This is an optimization exercise on Yosys and OpenROAD, whose aim is small area, a short achievable clock period and few clock cycles per item, not a production implementation. In this exercise RTL edits were held to simulation tests only and were not proved equivalent to the original.

[flow/design.v]
module cvdsp_noise (
    input  wire        clk,
    input  wire        rst,           
    input  wire        start,
    input  wire [1:0]  op,
    input  wire        clk_flag,      
    input  wire        hold_flag,     
    input  wire [2:0]  scale_sel,     
    input  wire [31:0] now,           
    input  wire [7:0]  pot_a,         
    input  wire [7:0]  pot_b,         
    input  wire [7:0]  pot3,          
    input  wire [15:0] raw_a,         
    input  wire [15:0] raw_b,         
    input  wire [31:0] arg,           
    input  wire [31:0] cfg_tmin,      
    input  wire [31:0] cfg_tmax,      
    input  wire [15:0] cfg_ext_thresh,  
    input  wire [31:0] cfg_pulse_us,  
    output wire        done,
    output wire  [13:0] quant_mv,      
    output wire         pulse,         
    output wire  [1:0]  fired,         
    output wire  [31:0] seed,          
    output wire  [13:0] cur_a,         
    output wire  [13:0] cur_b,         
    output wire  [31:0] last_a,        
    output wire  [31:0] last_b,        
    output wire  [2:0]  scale,         
    output wire         armed,         
    output wire  [31:0] pulse_until    
);
    localparam [1:0] OP_TICK  = 2'd0;
    localparam [1:0] OP_DRAW  = 2'd1;
    localparam [1:0] OP_QUANT = 2'd2;
    localparam [1:0] OP_SEED  = 2'd3;
    function [15:0] cube_lut;
        input [7:0] i;
        begin
            case (i)
            8'd0: cube_lut = 16'd0;
            8'd1: cube_lut = 16'd0;
            8'd2: cube_lut = 16'd0;
            8'd3: cube_lut = 16'd0;
            8'd4: cube_lut = 16'd0;
            8'd5: cube_lut = 16'd0;
            8'd6: cube_lut = 16'd0;
            8'd7: cube_lut = 16'd0;
            8'd8: cube_lut = 16'd1;
            8'd9: cube_lut = 16'd1;
            8'd10: cube_lut = 16'd1;
            8'd11: cube_lut = 16'd2;
            8'd12: cube_lut = 16'd3;
            8'd13: cube_lut = 16'd4;
            8'd14: cube_lut = 16'd5;
            8'd15: cube_lut = 16'd6;
            8'd16: cube_lut = 16'd8;
            8'd17: cube_lut = 16'd9;
            8'd18: cube_lut = 16'd11;
            8'd19: cube_lut = 16'd13;
            8'd20: cube_lut = 16'd15;
            8'd21: cube_lut = 16'd18;
            8'd22: cube_lut = 16'd20;
            8'd23: cube_lut = 16'd23;
            8'd24: cube_lut = 16'd27;
            8'd25: cube_lut = 16'd30;
            8'd26: cube_lut = 16'd34;
            8'd27: cube_lut = 16'd38;
            8'd28: cube_lut = 16'd43;
            8'd29: cube_lut = 16'd48;
            8'd30: cube_lut = 16'd53;
            8'd31: cube_lut = 16'd58;
            8'd32: cube_lut = 16'd64;
            8'd33: cube_lut = 16'd70;
            8'd34: cube_lut = 16'd77;
            8'd35: cube_lut = 16'd84;
            8'd36: cube_lut = 16'd92;
            8'd37: cube_lut = 16'd100;
            8'd38: cube_lut = 16'd108;
            8'd39: cube_lut = 16'd117;
            8'd40: cube_lut = 16'd126;
            8'd41: cube_lut = 16'd136;
            8'd42: cube_lut = 16'd146;
            8'd43: cube_lut = 16'd157;
            8'd44: cube_lut = 16'd168;
            8'd45: cube_lut = 16'd180;
            8'd46: cube_lut = 16'd192;
            8'd47: cube_lut = 16'd205;
            8'd48: cube_lut = 16'd218;
            8'd49: cube_lut = 16'd232;
            8'd50: cube_lut = 16'd246;
            8'd51: cube_lut = 16'd262;
            8'd52: cube_lut = 16'd277;
            8'd53: cube_lut = 16'd294;
            8'd54: cube_lut = 16'd311;
            8'd55: cube_lut = 16'd328;
            8'd56: cube_lut = 16'd346;
            8'd57: cube_lut = 16'd365;
            8'd58: cube_lut = 16'd385;
            8'd59: cube_lut = 16'd405;
            8'd60: cube_lut = 16'd426;
            8'd61: cube_lut = 16'd448;
            8'd62: cube_lut = 16'd470;
            8'd63: cube_lut = 16'd494;
            8'd64: cube_lut = 16'd518;
            8'd65: cube_lut = 16'd542;
            8'd66: cube_lut = 16'd568;
            8'd67: cube_lut = 16'd594;
            8'd68: cube_lut = 16'd621;
            8'd69: cube_lut = 16'd649;
            8'd70: cube_lut = 16'd677;
            8'd71: cube_lut = 16'd707;
            8'd72: cube_lut = 16'd737;
            8'd73: cube_lut = 16'd768;
            8'd74: cube_lut = 16'd800;
            8'd75: cube_lut = 16'd833;
            8'd76: cube_lut = 16'd867;
            8'd77: cube_lut = 16'd902;
            8'd78: cube_lut = 16'd937;
            8'd79: cube_lut = 16'd974;
            8'd80: cube_lut = 16'd1011;
            8'd81: cube_lut = 16'd1050;
            8'd82: cube_lut = 16'd1089;
            8'd83: cube_lut = 16'd1129;
            8'd84: cube_lut = 16'd1171;
            8'd85: cube_lut = 16'd1213;
            8'd86: cube_lut = 16'd1256;
            8'd87: cube_lut = 16'd1301;
            8'd88: cube_lut = 16'd1346;
            8'd89: cube_lut = 16'd1392;
            8'd90: cube_lut = 16'd1440;
            8'd91: cube_lut = 16'd1489;
            8'd92: cube_lut = 16'd1538;
            8'd93: cube_lut = 16'd1589;
            8'd94: cube_lut = 16'd1641;
            8'd95: cube_lut = 16'd1694;
            8'd96: cube_lut = 16'd1748;
            8'd97: cube_lut = 16'd1803;
            8'd98: cube_lut = 16'd1859;
            8'd99: cube_lut = 16'd1917;
            8'd100: cube_lut = 16'd1976;
            8'd101: cube_lut = 16'd2035;
            8'd102: cube_lut = 16'd2096;
            8'd103: cube_lut = 16'd2159;
            8'd104: cube_lut = 16'd2222;
            8'd105: cube_lut = 16'd2287;
            8'd106: cube_lut = 16'd2353;
            8'd107: cube_lut = 16'd2420;
            8'd108: cube_lut = 16'd2489;
            8'd109: cube_lut = 16'd2559;
            8'd110: cube_lut = 16'd2630;
            8'd111: cube_lut = 16'd2702;
            8'd112: cube_lut = 16'd2776;
            8'd113: cube_lut = 16'd2851;
            8'd114: cube_lut = 16'd2927;
            8'd115: cube_lut = 16'd3005;
            8'd116: cube_lut = 16'd3084;
            8'd117: cube_lut = 16'd3165;
            8'd118: cube_lut = 16'd3246;
            8'd119: cube_lut = 16'd3330;
            8'd120: cube_lut = 16'd3414;
            8'd121: cube_lut = 16'd3500;
            8'd122: cube_lut = 16'd3588;
            8'd123: cube_lut = 16'd3677;
            8'd124: cube_lut = 16'd3767;
            8'd125: cube_lut = 16'd3859;
            8'd126: cube_lut = 16'd3952;
            8'd127: cube_lut = 16'd4048;
            8'd128: cube_lut = 16'd4144;
            8'd129: cube_lut = 16'd4242;
            8'd130: cube_lut = 16'd4341;
            8'd131: cube_lut = 16'd4442;
            8'd132: cube_lut = 16'd4544;
            8'd133: cube_lut = 16'd4649;
            8'd134: cube_lut = 16'd4754;
            8'd135: cube_lut = 16'd4862;
            8'd136: cube_lut = 16'd4970;
            8'd137: cube_lut = 16'd5081;
            8'd138: cube_lut = 16'd5193;
            8'd139: cube_lut = 16'd5307;
            8'd140: cube_lut = 16'd5422;
            8'd141: cube_lut = 16'd5539;
            8'd142: cube_lut = 16'd5657;
            8'd143: cube_lut = 16'd5778;
            8'd144: cube_lut = 16'd5900;
            8'd145: cube_lut = 16'd6024;
            8'd146: cube_lut = 16'd6149;
            8'd147: cube_lut = 16'd6277;
            8'd148: cube_lut = 16'd6405;
            8'd149: cube_lut = 16'd6536;
            8'd150: cube_lut = 16'd6669;
            8'd151: cube_lut = 16'd6803;
            8'd152: cube_lut = 16'd6939;
            8'd153: cube_lut = 16'd7077;
            8'd154: cube_lut = 16'd7216;
            8'd155: cube_lut = 16'd7359;
            8'd156: cube_lut = 16'd7501;
            8'd157: cube_lut = 16'd7647;
            8'd158: cube_lut = 16'd7793;
            8'd159: cube_lut = 16'd7943;
            8'd160: cube_lut = 16'd8093;
            8'd161: cube_lut = 16'd8247;
            8'd162: cube_lut = 16'd8401;
            8'd163: cube_lut = 16'd8558;
            8'd164: cube_lut = 16'd8716;
            8'd165: cube_lut = 16'd8877;
            8'd166: cube_lut = 16'd9038;
            8'd167: cube_lut = 16'd9204;
            8'd168: cube_lut = 16'd9369;
            8'd169: cube_lut = 16'd9538;
            8'd170: cube_lut = 16'd9708;
            8'd171: cube_lut = 16'd9881;
            8'd172: cube_lut = 16'd10054;
            8'd173: cube_lut = 16'd10232;
            8'd174: cube_lut = 16'd10409;
            8'd175: cube_lut = 16'd10591;
            8'd176: cube_lut = 16'd10773;
            8'd177: cube_lut = 16'd10958;
            8'd178: cube_lut = 16'd11144;
            8'd179: cube_lut = 16'd11333;
            8'd180: cube_lut = 16'd11524;
            8'd181: cube_lut = 16'd11718;
            8'd182: cube_lut = 16'd11912;
            8'd183: cube_lut = 16'd12111;
            8'd184: cube_lut = 16'd12309;
            8'd185: cube_lut = 16'd12512;
            8'd186: cube_lut = 16'd12715;
            8'd187: cube_lut = 16'd12922;
            8'd188: cube_lut = 16'd13130;
            8'd189: cube_lut = 16'd13341;
            8'd190: cube_lut = 16'd13553;
            8'd191: cube_lut = 16'd13770;
            8'd192: cube_lut = 16'd13986;
            8'd193: cube_lut = 16'd14207;
            8'd194: cube_lut = 16'd14428;
            8'd195: cube_lut = 16'd14653;
            8'd196: cube_lut = 16'd14878;
            8'd197: cube_lut = 16'd15108;
            8'd198: cube_lut = 16'd15338;
            8'd199: cube_lut = 16'd15573;
            8'd200: cube_lut = 16'd15808;
            8'd201: cube_lut = 16'd16047;
            8'd202: cube_lut = 16'd16287;
            8'd203: cube_lut = 16'd16531;
            8'd204: cube_lut = 16'd16775;
            8'd205: cube_lut = 16'd17024;
            8'd206: cube_lut = 16'd17274;
            8'd207: cube_lut = 16'd17528;
            8'd208: cube_lut = 16'd17782;
            8'd209: cube_lut = 16'd18041;
            8'd210: cube_lut = 16'd18300;
            8'd211: cube_lut = 16'd18563;
            8'd212: cube_lut = 16'd18827;
            8'd213: cube_lut = 16'd19096;
            8'd214: cube_lut = 16'd19366;
            8'd215: cube_lut = 16'd19640;
            8'd216: cube_lut = 16'd19914;
            8'd217: cube_lut = 16'd20192;
            8'd218: cube_lut = 16'd20472;
            8'd219: cube_lut = 16'd20756;
            8'd220: cube_lut = 16'd21041;
            8'd221: cube_lut = 16'd21330;
            8'd222: cube_lut = 16'd21619;
            8'd223: cube_lut = 16'd21915;
            8'd224: cube_lut = 16'd22209;
            8'd225: cube_lut = 16'd22509;
            8'd226: cube_lut = 16'd22809;
            8'd227: cube_lut = 16'd23115;
            8'd228: cube_lut = 16'd23421;
            8'd229: cube_lut = 16'd23731;
            8'd230: cube_lut = 16'd24043;
            8'd231: cube_lut = 16'd24359;
            8'd232: cube_lut = 16'd24675;
            8'd233: cube_lut = 16'd24996;
            8'd234: cube_lut = 16'd25319;
            8'd235: cube_lut = 16'd25646;
            8'd236: cube_lut = 16'd25973;
            8'd237: cube_lut = 16'd26307;
            8'd238: cube_lut = 16'd26639;
            8'd239: cube_lut = 16'd26978;
            8'd240: cube_lut = 16'd27317;
            8'd241: cube_lut = 16'd27661;
            8'd242: cube_lut = 16'd28006;
            8'd243: cube_lut = 16'd28355;
            8'd244: cube_lut = 16'd28706;
            8'd245: cube_lut = 16'd29061;
            8'd246: cube_lut = 16'd29417;
            8'd247: cube_lut = 16'd29779;
            8'd248: cube_lut = 16'd30140;
            8'd249: cube_lut = 16'd30508;
            8'd250: cube_lut = 16'd30875;
            8'd251: cube_lut = 16'd31249;
            8'd252: cube_lut = 16'd31623;
            8'd253: cube_lut = 16'd32003;
            8'd254: cube_lut = 16'd32382;
            8'd255: cube_lut = 16'd32768;
            default: cube_lut = 16'd0;
            endcase
        end
    endfunction
    function [12:0] win_lut;
        input [7:0] i;
        begin
            case (i)
            8'd0: win_lut = 13'd0;
            8'd1: win_lut = 13'd19;
            8'd2: win_lut = 13'd39;
            8'd3: win_lut = 13'd58;
            8'd4: win_lut = 13'd78;
            8'd5: win_lut = 13'd98;
            8'd6: win_lut = 13'd117;
            8'd7: win_lut = 13'd137;
            8'd8: win_lut = 13'd156;
            8'd9: win_lut = 13'd176;
            8'd10: win_lut = 13'd196;
            8'd11: win_lut = 13'd215;
            8'd12: win_lut = 13'd235;
            8'd13: win_lut = 13'd254;
            8'd14: win_lut = 13'd274;
            8'd15: win_lut = 13'd294;
            8'd16: win_lut = 13'd313;
            8'd17: win_lut = 13'd333;
            8'd18: win_lut = 13'd352;
            8'd19: win_lut = 13'd372;
            8'd20: win_lut = 13'd392;
            8'd21: win_lut = 13'd411;
            8'd22: win_lut = 13'd431;
            8'd23: win_lut = 13'd451;
            8'd24: win_lut = 13'd470;
            8'd25: win_lut = 13'd490;
            8'd26: win_lut = 13'd509;
            8'd27: win_lut = 13'd529;
            8'd28: win_lut = 13'd549;
            8'd29: win_lut = 13'd568;
            8'd30: win_lut = 13'd588;
            8'd31: win_lut = 13'd607;
            8'd32: win_lut = 13'd627;
            8'd33: win_lut = 13'd647;
            8'd34: win_lut = 13'd666;
            8'd35: win_lut = 13'd686;
            8'd36: win_lut = 13'd705;
            8'd37: win_lut = 13'd725;
            8'd38: win_lut = 13'd745;
            8'd39: win_lut = 13'd764;
            8'd40: win_lut = 13'd784;
            8'd41: win_lut = 13'd803;
            8'd42: win_lut = 13'd823;
            8'd43: win_lut = 13'd843;
            8'd44: win_lut = 13'd862;
            8'd45: win_lut = 13'd882;
            8'd46: win_lut = 13'd901;
            8'd47: win_lut = 13'd921;
            8'd48: win_lut = 13'd941;
            8'd49: win_lut = 13'd960;
            8'd50: win_lut = 13'd980;
            8'd51: win_lut = 13'd1000;
            8'd52: win_lut = 13'd1019;
            8'd53: win_lut = 13'd1039;
            8'd54: win_lut = 13'd1058;
            8'd55: win_lut = 13'd1078;
            8'd56: win_lut = 13'd1098;
            8'd57: win_lut = 13'd1117;
            8'd58: win_lut = 13'd1137;
            8'd59: win_lut = 13'd1156;
            8'd60: win_lut = 13'd1176;
            8'd61: win_lut = 13'd1196;
            8'd62: win_lut = 13'd1215;
            8'd63: win_lut = 13'd1235;
            8'd64: win_lut = 13'd1254;
            8'd65: win_lut = 13'd1274;
            8'd66: win_lut = 13'd1294;
            8'd67: win_lut = 13'd1313;
            8'd68: win_lut = 13'd1333;
            8'd69: win_lut = 13'd1352;
            8'd70: win_lut = 13'd1372;
            8'd71: win_lut = 13'd1392;
            8'd72: win_lut = 13'd1411;
            8'd73: win_lut = 13'd1431;
            8'd74: win_lut = 13'd1450;
            8'd75: win_lut = 13'd1470;
            8'd76: win_lut = 13'd1490;
            8'd77: win_lut = 13'd1509;
            8'd78: win_lut = 13'd1529;
            8'd79: win_lut = 13'd1549;
            8'd80: win_lut = 13'd1568;
            8'd81: win_lut = 13'd1588;
            8'd82: win_lut = 13'd1607;
            8'd83: win_lut = 13'd1627;
            8'd84: win_lut = 13'd1647;
            8'd85: win_lut = 13'd1666;
            8'd86: win_lut = 13'd1686;
            8'd87: win_lut = 13'd1705;
            8'd88: win_lut = 13'd1725;
            8'd89: win_lut = 13'd1745;
            8'd90: win_lut = 13'd1764;
            8'd91: win_lut = 13'd1784;
            8'd92: win_lut = 13'd1803;
            8'd93: win_lut = 13'd1823;
            8'd94: win_lut = 13'd1843;
            8'd95: win_lut = 13'd1862;
            8'd96: win_lut = 13'd1882;
            8'd97: win_lut = 13'd1902;
            8'd98: win_lut = 13'd1921;
            8'd99: win_lut = 13'd1941;
            8'd100: win_lut = 13'd1960;
            8'd101: win_lut = 13'd1980;
            8'd102: win_lut = 13'd1999;
            8'd103: win_lut = 13'd2019;
            8'd104: win_lut = 13'd2039;
            8'd105: win_lut = 13'd2058;
            8'd106: win_lut = 13'd2078;
            8'd107: win_lut = 13'd2098;
            8'd108: win_lut = 13'd2117;
            8'd109: win_lut = 13'd2137;
            8'd110: win_lut = 13'd2156;
            8'd111: win_lut = 13'd2176;
            8'd112: win_lut = 13'd2196;
            8'd113: win_lut = 13'd2215;
            8'd114: win_lut = 13'd2235;
            8'd115: win_lut = 13'd2254;
            8'd116: win_lut = 13'd2274;
            8'd117: win_lut = 13'd2294;
            8'd118: win_lut = 13'd2313;
            8'd119: win_lut = 13'd2333;
            8'd120: win_lut = 13'd2352;
            8'd121: win_lut = 13'd2372;
            8'd122: win_lut = 13'd2392;
            8'd123: win_lut = 13'd2411;
            8'd124: win_lut = 13'd2431;
            8'd125: win_lut = 13'd2451;
            8'd126: win_lut = 13'd2470;
            8'd127: win_lut = 13'd2490;
            8'd128: win_lut = 13'd2509;
            8'd129: win_lut = 13'd2529;
            8'd130: win_lut = 13'd2548;
            8'd131: win_lut = 13'd2568;
            8'd132: win_lut = 13'd2588;
            8'd133: win_lut = 13'd2607;
            8'd134: win_lut = 13'd2627;
            8'd135: win_lut = 13'd2647;
            8'd136: win_lut = 13'd2666;
            8'd137: win_lut = 13'd2686;
            8'd138: win_lut = 13'd2705;
            8'd139: win_lut = 13'd2725;
            8'd140: win_lut = 13'd2745;
            8'd141: win_lut = 13'd2764;
            8'd142: win_lut = 13'd2784;
            8'd143: win_lut = 13'd2803;
            8'd144: win_lut = 13'd2823;
            8'd145: win_lut = 13'd2843;
            8'd146: win_lut = 13'd2862;
            8'd147: win_lut = 13'd2882;
            8'd148: win_lut = 13'd2901;
            8'd149: win_lut = 13'd2921;
            8'd150: win_lut = 13'd2941;
            8'd151: win_lut = 13'd2960;
            8'd152: win_lut = 13'd2980;
            8'd153: win_lut = 13'd3000;
            8'd154: win_lut = 13'd3019;
            8'd155: win_lut = 13'd3039;
            8'd156: win_lut = 13'd3058;
            8'd157: win_lut = 13'd3078;
            8'd158: win_lut = 13'd3097;
            8'd159: win_lut = 13'd3117;
            8'd160: win_lut = 13'd3137;
            8'd161: win_lut = 13'd3156;
            8'd162: win_lut = 13'd3176;
            8'd163: win_lut = 13'd3196;
            8'd164: win_lut = 13'd3215;
            8'd165: win_lut = 13'd3235;
            8'd166: win_lut = 13'd3254;
            8'd167: win_lut = 13'd3274;
            8'd168: win_lut = 13'd3294;
            8'd169: win_lut = 13'd3313;
            8'd170: win_lut = 13'd3333;
            8'd171: win_lut = 13'd3352;
            8'd172: win_lut = 13'd3372;
            8'd173: win_lut = 13'd3392;
            8'd174: win_lut = 13'd3411;
            8'd175: win_lut = 13'd3431;
            8'd176: win_lut = 13'd3450;
            8'd177: win_lut = 13'd3470;
            8'd178: win_lut = 13'd3490;
            8'd179: win_lut = 13'd3509;
            8'd180: win_lut = 13'd3529;
            8'd181: win_lut = 13'd3549;
            8'd182: win_lut = 13'd3568;
            8'd183: win_lut = 13'd3588;
            8'd184: win_lut = 13'd3607;
            8'd185: win_lut = 13'd3627;
            8'd186: win_lut = 13'd3647;
            8'd187: win_lut = 13'd3666;
            8'd188: win_lut = 13'd3686;
            8'd189: win_lut = 13'd3705;
            8'd190: win_lut = 13'd3725;
            8'd191: win_lut = 13'd3745;
            8'd192: win_lut = 13'd3764;
            8'd193: win_lut = 13'd3784;
            8'd194: win_lut = 13'd3803;
            8'd195: win_lut = 13'd3823;
            8'd196: win_lut = 13'd3843;
            8'd197: win_lut = 13'd3862;
            8'd198: win_lut = 13'd3882;
            8'd199: win_lut = 13'd3901;
            8'd200: win_lut = 13'd3921;
            8'd201: win_lut = 13'd3941;
            8'd202: win_lut = 13'd3960;
            8'd203: win_lut = 13'd3980;
            8'd204: win_lut = 13'd3999;
            8'd205: win_lut = 13'd4019;
            8'd206: win_lut = 13'd4039;
            8'd207: win_lut = 13'd4058;
            8'd208: win_lut = 13'd4078;
            8'd209: win_lut = 13'd4098;
            8'd210: win_lut = 13'd4117;
            8'd211: win_lut = 13'd4137;
            8'd212: win_lut = 13'd4156;
            8'd213: win_lut = 13'd4176;
            8'd214: win_lut = 13'd4196;
            8'd215: win_lut = 13'd4215;
            8'd216: win_lut = 13'd4235;
            8'd217: win_lut = 13'd4254;
            8'd218: win_lut = 13'd4274;
            8'd219: win_lut = 13'd4294;
            8'd220: win_lut = 13'd4313;
            8'd221: win_lut = 13'd4333;
            8'd222: win_lut = 13'd4352;
            8'd223: win_lut = 13'd4372;
            8'd224: win_lut = 13'd4392;
            8'd225: win_lut = 13'd4411;
            8'd226: win_lut = 13'd4431;
            8'd227: win_lut = 13'd4450;
            8'd228: win_lut = 13'd4470;
            8'd229: win_lut = 13'd4490;
            8'd230: win_lut = 13'd4509;
            8'd231: win_lut = 13'd4529;
            8'd232: win_lut = 13'd4548;
            8'd233: win_lut = 13'd4568;
            8'd234: win_lut = 13'd4588;
            8'd235: win_lut = 13'd4607;
            8'd236: win_lut = 13'd4627;
            8'd237: win_lut = 13'd4647;
            8'd238: win_lut = 13'd4666;
            8'd239: win_lut = 13'd4686;
            8'd240: win_lut = 13'd4705;
            8'd241: win_lut = 13'd4725;
            8'd242: win_lut = 13'd4745;
            8'd243: win_lut = 13'd4764;
            8'd244: win_lut = 13'd4784;
            8'd245: win_lut = 13'd4803;
            8'd246: win_lut = 13'd4823;
            8'd247: win_lut = 13'd4843;
            8'd248: win_lut = 13'd4862;
            8'd249: win_lut = 13'd4882;
            8'd250: win_lut = 13'd4901;
            8'd251: win_lut = 13'd4921;
            8'd252: win_lut = 13'd4941;
            8'd253: win_lut = 13'd4960;
            8'd254: win_lut = 13'd4980;
            8'd255: win_lut = 13'd5000;
            default: win_lut = 13'd0;
            endcase
        end
    endfunction
    function [7:0] oct_semi;
        input [6:0] i;
        begin
            case (i)
            7'd0: oct_semi = 8'd0;
            7'd1: oct_semi = 8'd1;
            7'd2: oct_semi = 8'd2;
            7'd3: oct_semi = 8'd3;
            7'd4: oct_semi = 8'd4;
            7'd5: oct_semi = 8'd5;
            7'd6: oct_semi = 8'd6;
            7'd7: oct_semi = 8'd7;
            7'd8: oct_semi = 8'd8;
            7'd9: oct_semi = 8'd9;
            7'd10: oct_semi = 8'd10;
            7'd11: oct_semi = 8'd11;
            7'd12: oct_semi = 8'd16;
            7'd13: oct_semi = 8'd17;
            7'd14: oct_semi = 8'd18;
            7'd15: oct_semi = 8'd19;
            7'd16: oct_semi = 8'd20;
            7'd17: oct_semi = 8'd21;
            7'd18: oct_semi = 8'd22;
            7'd19: oct_semi = 8'd23;
            7'd20: oct_semi = 8'd24;
            7'd21: oct_semi = 8'd25;
            7'd22: oct_semi = 8'd26;
            7'd23: oct_semi = 8'd27;
            7'd24: oct_semi = 8'd32;
            7'd25: oct_semi = 8'd33;
            7'd26: oct_semi = 8'd34;
            7'd27: oct_semi = 8'd35;
            7'd28: oct_semi = 8'd36;
            7'd29: oct_semi = 8'd37;
            7'd30: oct_semi = 8'd38;
            7'd31: oct_semi = 8'd39;
            7'd32: oct_semi = 8'd40;
            7'd33: oct_semi = 8'd41;
            7'd34: oct_semi = 8'd42;
            7'd35: oct_semi = 8'd43;
            7'd36: oct_semi = 8'd48;
            7'd37: oct_semi = 8'd49;
            7'd38: oct_semi = 8'd50;
            7'd39: oct_semi = 8'd51;
            7'd40: oct_semi = 8'd52;
            7'd41: oct_semi = 8'd53;
            7'd42: oct_semi = 8'd54;
            7'd43: oct_semi = 8'd55;
            7'd44: oct_semi = 8'd56;
            7'd45: oct_semi = 8'd57;
            7'd46: oct_semi = 8'd58;
            7'd47: oct_semi = 8'd59;
            7'd48: oct_semi = 8'd64;
            7'd49: oct_semi = 8'd65;
            7'd50: oct_semi = 8'd66;
            7'd51: oct_semi = 8'd67;
            7'd52: oct_semi = 8'd68;
            7'd53: oct_semi = 8'd69;
            7'd54: oct_semi = 8'd70;
            7'd55: oct_semi = 8'd71;
            7'd56: oct_semi = 8'd72;
            7'd57: oct_semi = 8'd73;
            7'd58: oct_semi = 8'd74;
            7'd59: oct_semi = 8'd75;
            7'd60: oct_semi = 8'd80;
            7'd61: oct_semi = 8'd81;
            7'd62: oct_semi = 8'd82;
            7'd63: oct_semi = 8'd83;
            7'd64: oct_semi = 8'd84;
            7'd65: oct_semi = 8'd85;
            7'd66: oct_semi = 8'd86;
            7'd67: oct_semi = 8'd87;
            7'd68: oct_semi = 8'd88;
            7'd69: oct_semi = 8'd89;
            7'd70: oct_semi = 8'd90;
            7'd71: oct_semi = 8'd91;
            7'd72: oct_semi = 8'd96;
            7'd73: oct_semi = 8'd97;
            7'd74: oct_semi = 8'd98;
            7'd75: oct_semi = 8'd99;
            7'd76: oct_semi = 8'd100;
            7'd77: oct_semi = 8'd101;
            7'd78: oct_semi = 8'd102;
            7'd79: oct_semi = 8'd103;
            7'd80: oct_semi = 8'd104;
            7'd81: oct_semi = 8'd105;
            7'd82: oct_semi = 8'd106;
            7'd83: oct_semi = 8'd107;
            7'd84: oct_semi = 8'd112;
            7'd85: oct_semi = 8'd113;
            7'd86: oct_semi = 8'd114;
            7'd87: oct_semi = 8'd115;
            7'd88: oct_semi = 8'd116;
            7'd89: oct_semi = 8'd117;
            7'd90: oct_semi = 8'd118;
            7'd91: oct_semi = 8'd119;
            7'd92: oct_semi = 8'd120;
            7'd93: oct_semi = 8'd121;
            7'd94: oct_semi = 8'd122;
            7'd95: oct_semi = 8'd123;
            7'd96: oct_semi = 8'd128;
            7'd97: oct_semi = 8'd129;
            7'd98: oct_semi = 8'd130;
            7'd99: oct_semi = 8'd131;
            7'd100: oct_semi = 8'd132;
            7'd101: oct_semi = 8'd133;
            7'd102: oct_semi = 8'd134;
            7'd103: oct_semi = 8'd135;
            7'd104: oct_semi = 8'd136;
            7'd105: oct_semi = 8'd137;
            7'd106: oct_semi = 8'd138;
            7'd107: oct_semi = 8'd139;
            7'd108: oct_semi = 8'd144;
            7'd109: oct_semi = 8'd145;
            7'd110: oct_semi = 8'd146;
            7'd111: oct_semi = 8'd147;
            7'd112: oct_semi = 8'd148;
            7'd113: oct_semi = 8'd149;
            7'd114: oct_semi = 8'd150;
            7'd115: oct_semi = 8'd151;
            7'd116: oct_semi = 8'd152;
            7'd117: oct_semi = 8'd153;
            7'd118: oct_semi = 8'd154;
            7'd119: oct_semi = 8'd155;
            7'd120: oct_semi = 8'd160;
            7'd121: oct_semi = 8'd161;
            7'd122: oct_semi = 8'd162;
            7'd123: oct_semi = 8'd163;
            7'd124: oct_semi = 8'd164;
            7'd125: oct_semi = 8'd165;
            7'd126: oct_semi = 8'd166;
            7'd127: oct_semi = 8'd167;
            default: oct_semi = 8'd0;
            endcase
        end
    endfunction
    function [10:0] pick_g;
        input [6:0] i;
        begin
            case (i)
            7'd0: pick_g = 11'd0;
            7'd1: pick_g = 11'd83;
            7'd2: pick_g = 11'd167;
            7'd3: pick_g = 11'd250;
            7'd4: pick_g = 11'd333;
            7'd5: pick_g = 11'd417;
            7'd6: pick_g = 11'd500;
            7'd7: pick_g = 11'd583;
            7'd8: pick_g = 11'd667;
            7'd9: pick_g = 11'd750;
            7'd10: pick_g = 11'd833;
            7'd11: pick_g = 11'd917;
            7'd12: pick_g = 11'd0;
            7'd13: pick_g = 11'd0;
            7'd14: pick_g = 11'd0;
            7'd15: pick_g = 11'd0;
            7'd16: pick_g = 11'd0;
            7'd17: pick_g = 11'd83;
            7'd18: pick_g = 11'd167;
            7'd19: pick_g = 11'd250;
            7'd20: pick_g = 11'd333;
            7'd21: pick_g = 11'd417;
            7'd22: pick_g = 11'd500;
            7'd23: pick_g = 11'd583;
            7'd24: pick_g = 11'd667;
            7'd25: pick_g = 11'd750;
            7'd26: pick_g = 11'd833;
            7'd27: pick_g = 11'd917;
            7'd28: pick_g = 11'd0;
            7'd29: pick_g = 11'd0;
            7'd30: pick_g = 11'd0;
            7'd31: pick_g = 11'd0;
            7'd32: pick_g = 11'd0;
            7'd33: pick_g = 11'd0;
            7'd34: pick_g = 11'd167;
            7'd35: pick_g = 11'd167;
            7'd36: pick_g = 11'd333;
            7'd37: pick_g = 11'd417;
            7'd38: pick_g = 11'd417;
            7'd39: pick_g = 11'd583;
            7'd40: pick_g = 11'd583;
            7'd41: pick_g = 11'd750;
            7'd42: pick_g = 11'd750;
            7'd43: pick_g = 11'd917;
            7'd44: pick_g = 11'd0;
            7'd45: pick_g = 11'd0;
            7'd46: pick_g = 11'd0;
            7'd47: pick_g = 11'd0;
            7'd48: pick_g = 11'd0;
            7'd49: pick_g = 11'd0;
            7'd50: pick_g = 11'd167;
            7'd51: pick_g = 11'd250;
            7'd52: pick_g = 11'd250;
            7'd53: pick_g = 11'd417;
            7'd54: pick_g = 11'd417;
            7'd55: pick_g = 11'd583;
            7'd56: pick_g = 11'd667;
            7'd57: pick_g = 11'd667;
            7'd58: pick_g = 11'd833;
            7'd59: pick_g = 11'd833;
            7'd60: pick_g = 11'd0;
            7'd61: pick_g = 11'd0;
            7'd62: pick_g = 11'd0;
            7'd63: pick_g = 11'd0;
            7'd64: pick_g = 11'd0;
            7'd65: pick_g = 11'd0;
            7'd66: pick_g = 11'd167;
            7'd67: pick_g = 11'd167;
            7'd68: pick_g = 11'd333;
            7'd69: pick_g = 11'd333;
            7'd70: pick_g = 11'd583;
            7'd71: pick_g = 11'd583;
            7'd72: pick_g = 11'd583;
            7'd73: pick_g = 11'd750;
            7'd74: pick_g = 11'd750;
            7'd75: pick_g = 11'd1024;
            7'd76: pick_g = 11'd0;
            7'd77: pick_g = 11'd0;
            7'd78: pick_g = 11'd0;
            7'd79: pick_g = 11'd0;
            7'd80: pick_g = 11'd0;
            7'd81: pick_g = 11'd0;
            7'd82: pick_g = 11'd167;
            7'd83: pick_g = 11'd167;
            7'd84: pick_g = 11'd333;
            7'd85: pick_g = 11'd333;
            7'd86: pick_g = 11'd500;
            7'd87: pick_g = 11'd500;
            7'd88: pick_g = 11'd667;
            7'd89: pick_g = 11'd667;
            7'd90: pick_g = 11'd833;
            7'd91: pick_g = 11'd833;
            7'd92: pick_g = 11'd0;
            7'd93: pick_g = 11'd0;
            7'd94: pick_g = 11'd0;
            7'd95: pick_g = 11'd0;
            7'd96: pick_g = 11'd0;
            7'd97: pick_g = 11'd83;
            7'd98: pick_g = 11'd167;
            7'd99: pick_g = 11'd250;
            7'd100: pick_g = 11'd333;
            7'd101: pick_g = 11'd417;
            7'd102: pick_g = 11'd500;
            7'd103: pick_g = 11'd583;
            7'd104: pick_g = 11'd667;
            7'd105: pick_g = 11'd750;
            7'd106: pick_g = 11'd833;
            7'd107: pick_g = 11'd917;
            7'd108: pick_g = 11'd0;
            7'd109: pick_g = 11'd0;
            7'd110: pick_g = 11'd0;
            7'd111: pick_g = 11'd0;
            7'd112: pick_g = 11'd0;
            7'd113: pick_g = 11'd83;
            7'd114: pick_g = 11'd167;
            7'd115: pick_g = 11'd250;
            7'd116: pick_g = 11'd333;
            7'd117: pick_g = 11'd417;
            7'd118: pick_g = 11'd500;
            7'd119: pick_g = 11'd583;
            7'd120: pick_g = 11'd667;
            7'd121: pick_g = 11'd750;
            7'd122: pick_g = 11'd833;
            7'd123: pick_g = 11'd917;
            7'd124: pick_g = 11'd0;
            7'd125: pick_g = 11'd0;
            7'd126: pick_g = 11'd0;
            7'd127: pick_g = 11'd0;
            default: pick_g = 11'd0;
            endcase
        end
    endfunction
    function [13:0] oct_mv;
        input [3:0] i;
        begin
            case (i)
            4'd0: oct_mv = 14'd0;
            4'd1: oct_mv = 14'd1000;
            4'd2: oct_mv = 14'd2000;
            4'd3: oct_mv = 14'd3000;
            4'd4: oct_mv = 14'd4000;
            4'd5: oct_mv = 14'd5000;
            4'd6: oct_mv = 14'd6000;
            4'd7: oct_mv = 14'd7000;
            4'd8: oct_mv = 14'd8000;
            4'd9: oct_mv = 14'd9000;
            4'd10: oct_mv = 14'd10000;
            4'd11: oct_mv = 14'd11000;
            4'd12: oct_mv = 14'd12000;
            4'd13: oct_mv = 14'd13000;
            4'd14: oct_mv = 14'd14000;
            4'd15: oct_mv = 14'd15000;
            default: oct_mv = 14'd0;
            endcase
        end
    endfunction
    function [31:0] xorshift;
        input [31:0] x;
        reg [31:0] t;
        begin
            t = x ^ (x << 13);
            t = t ^ (t >> 17);
            xorshift = t ^ (t << 5);
        end
    endfunction
    function [13:0] div4095;
        input [25:0] x;
        reg [14:0] s;
        begin
            s = {1'b0, x[25:12]} + {3'd0, x[11:0]};
            div4095 = x[25:12] + {11'd0, s[14:12]} +
                      {13'd0, ({1'b0, s[14:12]} + {1'b0, s[11:0]}) >= 13'd4095};
        end
    endfunction
    function [13:0] quantize;
        input [13:0] v;
        input [2:0]  s;
        reg [34:0] sn;
        reg [6:0]  semis;
        reg [7:0]  os;
        reg [10:0] pg;
        begin
            sn    = v * 21'd12583 + 35'd524277;
            semis = sn[26:20];
            os    = oct_semi(semis);
            pg    = pick_g({s, os[3:0]});
            if (s == 3'd0)
                quantize = v;
            else
                quantize = oct_mv(os[7:4] + {3'd0, pg[10]}) + {4'd0, pg[9:0]};
        end
    endfunction
    function [13:0] window;
        input [11:0] r;
        input [12:0] w;
        begin
            window = (14'd5000 - {1'b0, w}) + div4095(r * {w, 1'b0});
        end
    endfunction
    reg [31:0] st_seed;
    reg [13:0] st_cur_a, st_cur_b;
    reg [31:0] st_last_a, st_last_b;
    reg [2:0]  st_scale;
    reg        st_armed;
    reg [31:0] st_until;
    reg        p1_valid;
    reg [1:0]  p1_op;
    reg        p1_hold;
    reg        p1_ext_a, p1_ext_b, p1_clk;
    reg [31:0] p1_int_a, p1_int_b;
    reg [31:0] p1_now;
    reg [31:0] p1_x;         
    reg        p1_pus_pos;   
    reg [13:0] p1_v1, p1_v2;
    reg [2:0]  p1_scl;       
    wire        s2_tick = p1_valid && (p1_op == OP_TICK);
    wire        s2_run  = s2_tick && !p1_hold;
    wire [31:0] el_a    = p1_now - st_last_a;
    wire [31:0] el_b    = p1_now - st_last_b;
    wire        fa = s2_run && (p1_ext_a ? p1_clk : (el_a >= p1_int_a));
    wire        fb = s2_run && (p1_ext_b ? p1_clk : (el_b >= p1_int_b));
    wire [31:0] s1 = xorshift(st_seed);
    wire [31:0] s2 = xorshift(s1);
    wire [31:0] s3 = xorshift(s2);
    wire [31:0] s4 = xorshift(s3);
    wire [31:0] sx = xorshift(p1_x);
    wire        is_q = p1_valid && (p1_op == OP_QUANT);
    wire [13:0] qa = quantize(p1_v1, is_q ? p1_scl : st_scale);
    wire [13:0] q2 = quantize(p1_v2, st_scale);
    wire        arm     = fa && (qa != st_cur_a);
    wire [31:0] dleft   = st_until - p1_now;
    wire        old_pos = st_armed && !dleft[31] && (dleft != 32'd0);
    wire        pulse_n = arm ? p1_pus_pos : old_pos;
    reg  [31:0] seed_n;
    reg  [1:0]  nsel;         
    always @(*) begin
        nsel = 2'd0;
        if (p1_valid) begin
            case (p1_op)
            OP_TICK: nsel = (fa && fb) ? 2'd2 : (fa || fb) ? 2'd1 : 2'd0;
            OP_DRAW: nsel = 2'd1;
            OP_SEED: nsel = 2'd3;
            default: nsel = 2'd0;
            endcase
        end
        case (nsel)
        2'd0: seed_n = st_seed;
        2'd1: seed_n = s1;
        2'd2: seed_n = s2;
        default: seed_n = p1_x;
        endcase
    end
    assign done        = p1_valid;
    assign quant_mv    = qa;
    assign pulse       = pulse_n;
    assign fired       = {fb, fa};
    assign seed        = seed_n;
    assign cur_a       = fa ? qa : st_cur_a;
    assign cur_b       = fb ? (fa ? q2 : qa) : st_cur_b;
    assign last_a      = fa ? p1_now : st_last_a;
    assign last_b      = fb ? p1_now : st_last_b;
    assign scale       = (s2_tick && p1_hold) ? p1_scl : st_scale;
    assign armed       = s2_tick ? pulse_n : st_armed;
    assign pulse_until = arm ? p1_x : st_until;
    reg  [11:0] r1, r2;
    always @(*) begin
        case (nsel)
        2'd0: begin r1 = s1[11:0]; r2 = s2[11:0]; end
        2'd1: begin r1 = s2[11:0]; r2 = s3[11:0]; end
        2'd2: begin r1 = s3[11:0]; r2 = s4[11:0]; end
        default: begin r1 = sx[11:0]; r2 = xorshift(sx) & 32'hFFF; end
        endcase
    end
    wire [12:0] w = win_lut(pot3);
    wire [15:0]        c_a    = cube_lut(pot_a);
    wire [15:0]        c_b    = cube_lut(pot_b);
    wire signed [16:0] cs_a   = {1'b0, c_a};
    wire signed [16:0] cs_b   = {1'b0, c_b};
    wire signed [32:0] span   = {1'b0, cfg_tmax} - {1'b0, cfg_tmin};
    wire signed [49:0] bias   = span[32] ? 50'sd32767 : 50'sd0;
    wire signed [49:0] prod_a = span * cs_a + bias;
    wire signed [49:0] prod_b = span * cs_b + bias;
    wire signed [31:0] arg_s = arg;
    wire [13:0] arg_c = arg_s[31] ? 14'd0 :
                        (arg_s > 32'sd10000) ? 14'd10000 : arg_s[13:0];
    wire        in_q  = (op == OP_QUANT);
    wire        in_s  = (op == OP_SEED);
    always @(posedge clk) begin
        p1_op      <= op;
        p1_hold    <= hold_flag;
        p1_ext_a   <= raw_a > cfg_ext_thresh;
        p1_ext_b   <= raw_b > cfg_ext_thresh;
        p1_clk     <= clk_flag;
        p1_int_a   <= cfg_tmin + prod_a[46:15];
        p1_int_b   <= cfg_tmin + prod_b[46:15];
        p1_now     <= now;
        p1_x       <= in_s ? arg : now + cfg_pulse_us;
        p1_pus_pos <= !cfg_pulse_us[31] && (cfg_pulse_us != 32'd0);
        p1_v1      <= in_q ? arg_c : window(r1, w);
        p1_v2      <= window(r2, w);
        p1_scl     <= in_q ? scale_sel : (({3'd0, pot3} * 11'd6) >> 8);
        if (rst) begin
            p1_valid  <= 1'b0;
            st_seed   <= 32'd1;
            st_cur_a  <= 14'd5000;
            st_cur_b  <= 14'd5000;
            st_last_a <= 32'd0;
            st_last_b <= 32'd0;
            st_scale  <= 3'd0;
            st_armed  <= 1'b0;
            st_until  <= 32'd0;
        end else begin
            p1_valid  <= start;
            st_seed   <= seed_n;
            st_cur_a  <= cur_a;
            st_cur_b  <= cur_b;
            st_last_a <= last_a;
            st_last_b <= last_b;
            st_scale  <= scale;
            st_armed  <= armed;
            st_until  <= pulse_until;
        end
    end
endmodule
[flow/run.sh]
#!/bin/bash
# synth_recipe.tcl (not shown) runs the flow's synth.tcl, then flattens the netlist and writes it again
# the make line also repeats each setting of config.mk as NAME=value (left out here)
make -C /OpenROAD-flow-scripts/flow DESIGN_CONFIG=/design/flow/config.mk WORK_HOME=/design/flow/orfs CLKGATE_MAP_FILE= SYNTH_SCRIPT=/design/flow/synth_recipe.tcl finish
[flow/config.mk]
export PLATFORM = sky130hd
export DESIGN_NAME = cvdsp_noise
export DESIGN_NICKNAME = cvdsp_noise
export VERILOG_FILES = /design/flow/design.v
export SDC_FILE = /design/flow/constraint.sdc
export NUM_CORES = 4
export LEC_CHECK = 0
export CAP_MARGIN = 20
export CORE_MARGIN = 2
export CORE_UTILIZATION = 40
export PLACE_DENSITY = 0.6
export SLEW_MARGIN = 20
[flow/constraint.sdc]
create_clock -name core_clock -period 22.0 [get_ports {clk}]
set_input_delay 4.4000 -clock core_clock [delete_from_list [all_inputs] [get_ports {clk}]]
set_output_delay 4.4000 -clock core_clock [all_outputs]
set_load 0.01 [all_outputs]
==> results.py <==
metrics = {
    "run_status": {
        "status": "finished clean",
    },
    "sta": {
        "finalCritPeriodShare_pct": 93.3,
        "finalMaxSlewViolations": 0,
        "finalSetupTns_ns": 0,
        "final.min_clock_period_ns": 20.53,
        "achievable-frequency_mhz": 48.7,
        "timing_worst_slew_pin_value_ns": 1.32,
        "finClkSkew_ns": 0.0514,
        "finalSetupViolCount": 0,
        "final-hold-violation-count": 0,
        "grt_setup_unrepaired": "no",
        "max-slew-margin-rel_pct": 11.3,
    },
    "route": {
        "drt-pass1-iter-count": 8,
        "post_route_ant_nets": 0,
        "drc": 0,
        "wire_per_inst_um": 24.9,
        "count_of_vias_placed_by_the_detailed_router": 86765,
        "detail_route.iter0.violations": 7728,
        "route.final.wire_length_um": 378000,
        "vias_per_cell": 5.73,
    },
    "logic_synthesis": {
        "postSynthCellCount": 11871,
        "synthFlopType": "dfxtp_1",
        "syn_area_um2": 95800,
        "syn_nets": 14574,
        "synth_seq_cells": 327,
        "synth-edff-count": 0,
        "synth.yosys.warnings": 1,
        "asyncSetResetFlopFracSynth_pct": 0,
        "synth_seq_area_share_pct": 6.83,
        "postSynthAreaPerCell_um2": 8.07,
        "yosysUniqueCellTypes": 107,
    },
    "setup_path": {
        "endpoint_kind": "register",
        "r2r-start": "p1_now[0]",
        "worst-r2r-setup-slack_ns": 1.47,
        "r2r_cells": 84,
        "critPathMaxFanout": 43,
        "critical-path-top-cell-by-count": "a21oi_1",
        "setup.worst_path.start_class": "register",
        "worst-endpoint-arrival_ns": 21.08,
        "cp_slowest_cell": "nand2_2",
        "worst_path_largest_cell_delay_ns": 0.67,
        "worst_ep_required_time_ns": 22.55,
        "setup.worst_path.class": "register to register",
        "worst_r2r_endpoint": "p1_v2[13]",
    },
    "finish": {
        "drive_above_1_share_pct": 4.74,
        "areaGrowthSynthToFinish_pct": 9.49,
        "most_common_cell_after_layout_fill_and_taps_aside": "inv_1",
        "fin_util_pct": 44.1,
        "final_cell_mix": "inv_1 (1777), fa_1 (1330), nor2_1 (1199)",
        "layoutNonFillerInstCount": 15150,
        "final_design_area_no_fill_um2": 105000,
        "nNetsFinal": 14628,
    },
    "global_routing": {
        "grt_antenna_before_repair": 32,
        "first_pass_grt_wire_length_um": 560000,
        "grt.total_usage_pct": 30.3,
        "largest_net_degree_at_the_start_of_global_routing": 110,
        "globalRouteOverflowTotal": 0,
        "first_global_vias": 87708,
    },
    "min_path": {
        "hp-class": "register to register",
        "start_point_of_the_worst_hold_path": "st_until[0]",
        "hold_path_depth": 2,
        "whs_endpoint": "st_until[0]",
    },
    "cts": {
        "post_cts_buffers": 0,
        "cts_num_sinks": 327,
        "number_of_h_tree_levels": 2,
        "postCtsHoldBufs": 0,
        "cts_buffers": 40,
        "clockBufferDepth": 3,
        "clk_pin_slew_ns": 0.07,
        "tritoncts_clock_tree": "built",
        "worst_skew_pair.late_latency_ns": 0.62,
        "cts_root_buffer": "clkbuf_16",
    },
    "die": {
        "initial_utilization_pct": 40.3,
        "die_h_um": 493,
        "dieWidth_um": 493,
        "coreArea_um2": 238000,
        "io-pin-count": 420,
        "rows": 179,
        "fp.dieArea_um2": 244000,
    },
    "placement": {
        "placement.cell_area_um2": 103000,
        "placer_congestion": 1.02,
        "detailed_placement_wirelength_estimate_um": 309000,
        "dpl.cell_count": 15048,
        "place.port_buffers": 419,
    },
    "run": {
        "maxCapViolations": 0,
    },
}
## state kept, by name, summed over array words and instances (netlist names), 2 cells and up
name,count
p1_int_a,32
p1_int_b,32
p1_now,32
p1_x,32
st_last_a,32
st_last_b,32
st_seed,32
st_until,32
p1_v1,14
p1_v2,14
st_cur_a,14
st_cur_b,14
p1_scl,3
st_scale,3
p1_op,2
## kinds of logic after synthesis
| logic type | count (synthesis) | synth area share (%) |
|---|---|---|
| simple gates | 3653 | 17.3 |
| fa+ha+maj | 2463 | 42.6 |
| buf+inv | 2389 | 9.51 |
| compound gates | 2170 | 15.0 |
| xor+xnor | 741 | 6.82 |
| flops | 327 | 6.83 |
| mux | 128 | 2.02 |
## through the flow
| stage | setup WS, ns | hold WS (ns) |
|---|---|---|
| final | 1.47 | 0.502 |
| after global routing | 0.0498 | 0.531 |
| after CTS | 1.23 | 0.503 |
| after detailed placement | 1.32 | 0.494 |
| after global placement | 1.36 | 0.485 |
| after floorplan | 4.22 | 0.471 |
## synth_stat cells (23+ instances only)
cell type | count | area (µm²)
inv_1 | 1778 | 6670
fa_1 | 1330 | 26600
nand2_1 | 1200 | 4500
nor2_1 | 1199 | 4500
ha_1 | 1131 | 14200
a21oi_1 | 612 | 3060
xnor2_1 | 524 | 4590
clkbuf_1 | 519 | 1950
o21ai_0 | 492 | 2460
dfxtp_1 | 327 | 6550
xor2_1 | 213 | 1870
nor2b_1 | 204 | 1280
nor3_1 | 204 | 1020
nand3_1 | 164 | 821
and2_1 | 154 | 963
nand2b_1 | 146 | 913
a21o_1 | 133 | 998
a211oi_1 | 101 | 758
a31oi_1 | 91 | 569
nand4_1 | 85 | 532
o211ai_1 | 80 | 601
o21a_1 | 77 | 578
or2_2 | 77 | 482
and3_1 | 59 | 369
or3_1 | 59 | 369
o21bai_1 | 57 | 428
buf_1 | 54 | 203
mux2i_1 | 52 | 521
o31ai_1 | 51 | 383
mux4_2 | 50 | 1130
o311ai_0 | 41 | 359
a311oi_1 | 35 | 307
nor4_1 | 35 | 219
o22ai_1 | 34 | 213
o31ai_4 | 30 | 638
a21boi_0 | 28 | 210
a2111oi_0 | 27 | 236
mux2_2 | 26 | 293
o21ai_1 | 23 | 115
## critical path: cells and delay by family (launching register included)
family / cells / cell delay [ns]
adders and majority gates: 14 / 5.07
and+or+nand+nor: 16 / 2.52
DFF: 1 / 0.32
AOI/OAI and AO/OA: 40 / 10.23
buffers and inverters: 7 / 1.03
xor gates and xnor gates: 7 / 1.27
## worst max path at each step
stage,startpoint,end,slack (ns),cells past startpoint
2_1_floorplan,p1_now[0],p1_v1[13],4.22,90
3_3_place_gp,p1_now[0],p1_v2[13],1.36,86
3_5_place_dp,p1_now[0],p1_v1[13],1.32,86
4_1_cts,p1_now[0],p1_v1[13],1.23,86
5_1_grt,p1_now[0],p1_v2[13],0.05,84
6_report,p1_now[0],p1_v2[13],1.47,84
## per-layer routing
metal | vias to the layer above | track usage [%] | wire length (µm)
met5 | - | 0 | 0
met3 | 727 | 5.22 | 31100
met4 | 0 | 17.6 | 24900
met2 | 3826 | 47.3 | 167000
li1 | 38939 | - | -
met1 | 43273 | 39.5 | 155000
## repair_timing
action | CTS | global route
endpoints found under the hold margin | 0 | 0
gates resized for setup | 0 | 4
endpoints found under the setup margin | 0 | 6
## final cells by class
type | instances | area [µm²]
clock inverter | 27 | 335
inverter | 1789 | 6720
multi-input combinational | 9156 | 80600
tap | 3167 | 3960
timing repair buffer | 611 | 5630
clock buffer | 47 | 1060
antenna | 26 | 65.1
fill | 23781 | 133000
sequential | 327 | 6550
Testbench counts, summed over its fixed seeds: cycles 12,000, commands 12,000.

## re-timing with driven ports
No port has a modelled driver above. Below, the same layout with a new extraction and two added sets of constraints. Step 1, drivers: a clkbuf_16 drives clk and a buf_2 each remaining input, both assumed. Step 2, shift: input delay + t, output delay - t, t = (earliest + latest rising clock arrival at the registers) / 2. This alone moves slack from input paths to output paths. a / b / c = ideal ports / drivers / drivers and shift; a / b = the first two.
t, ns: 0.685
slack for setup (ns): 1.465 / 1.465 / 1.465
worst slew at a driven data input, ns: 0.25
After both steps setup and hold are still met in this run. The setup slack of this run moves by 0.000 ns with the drivers and by 0.000 ns with both steps.
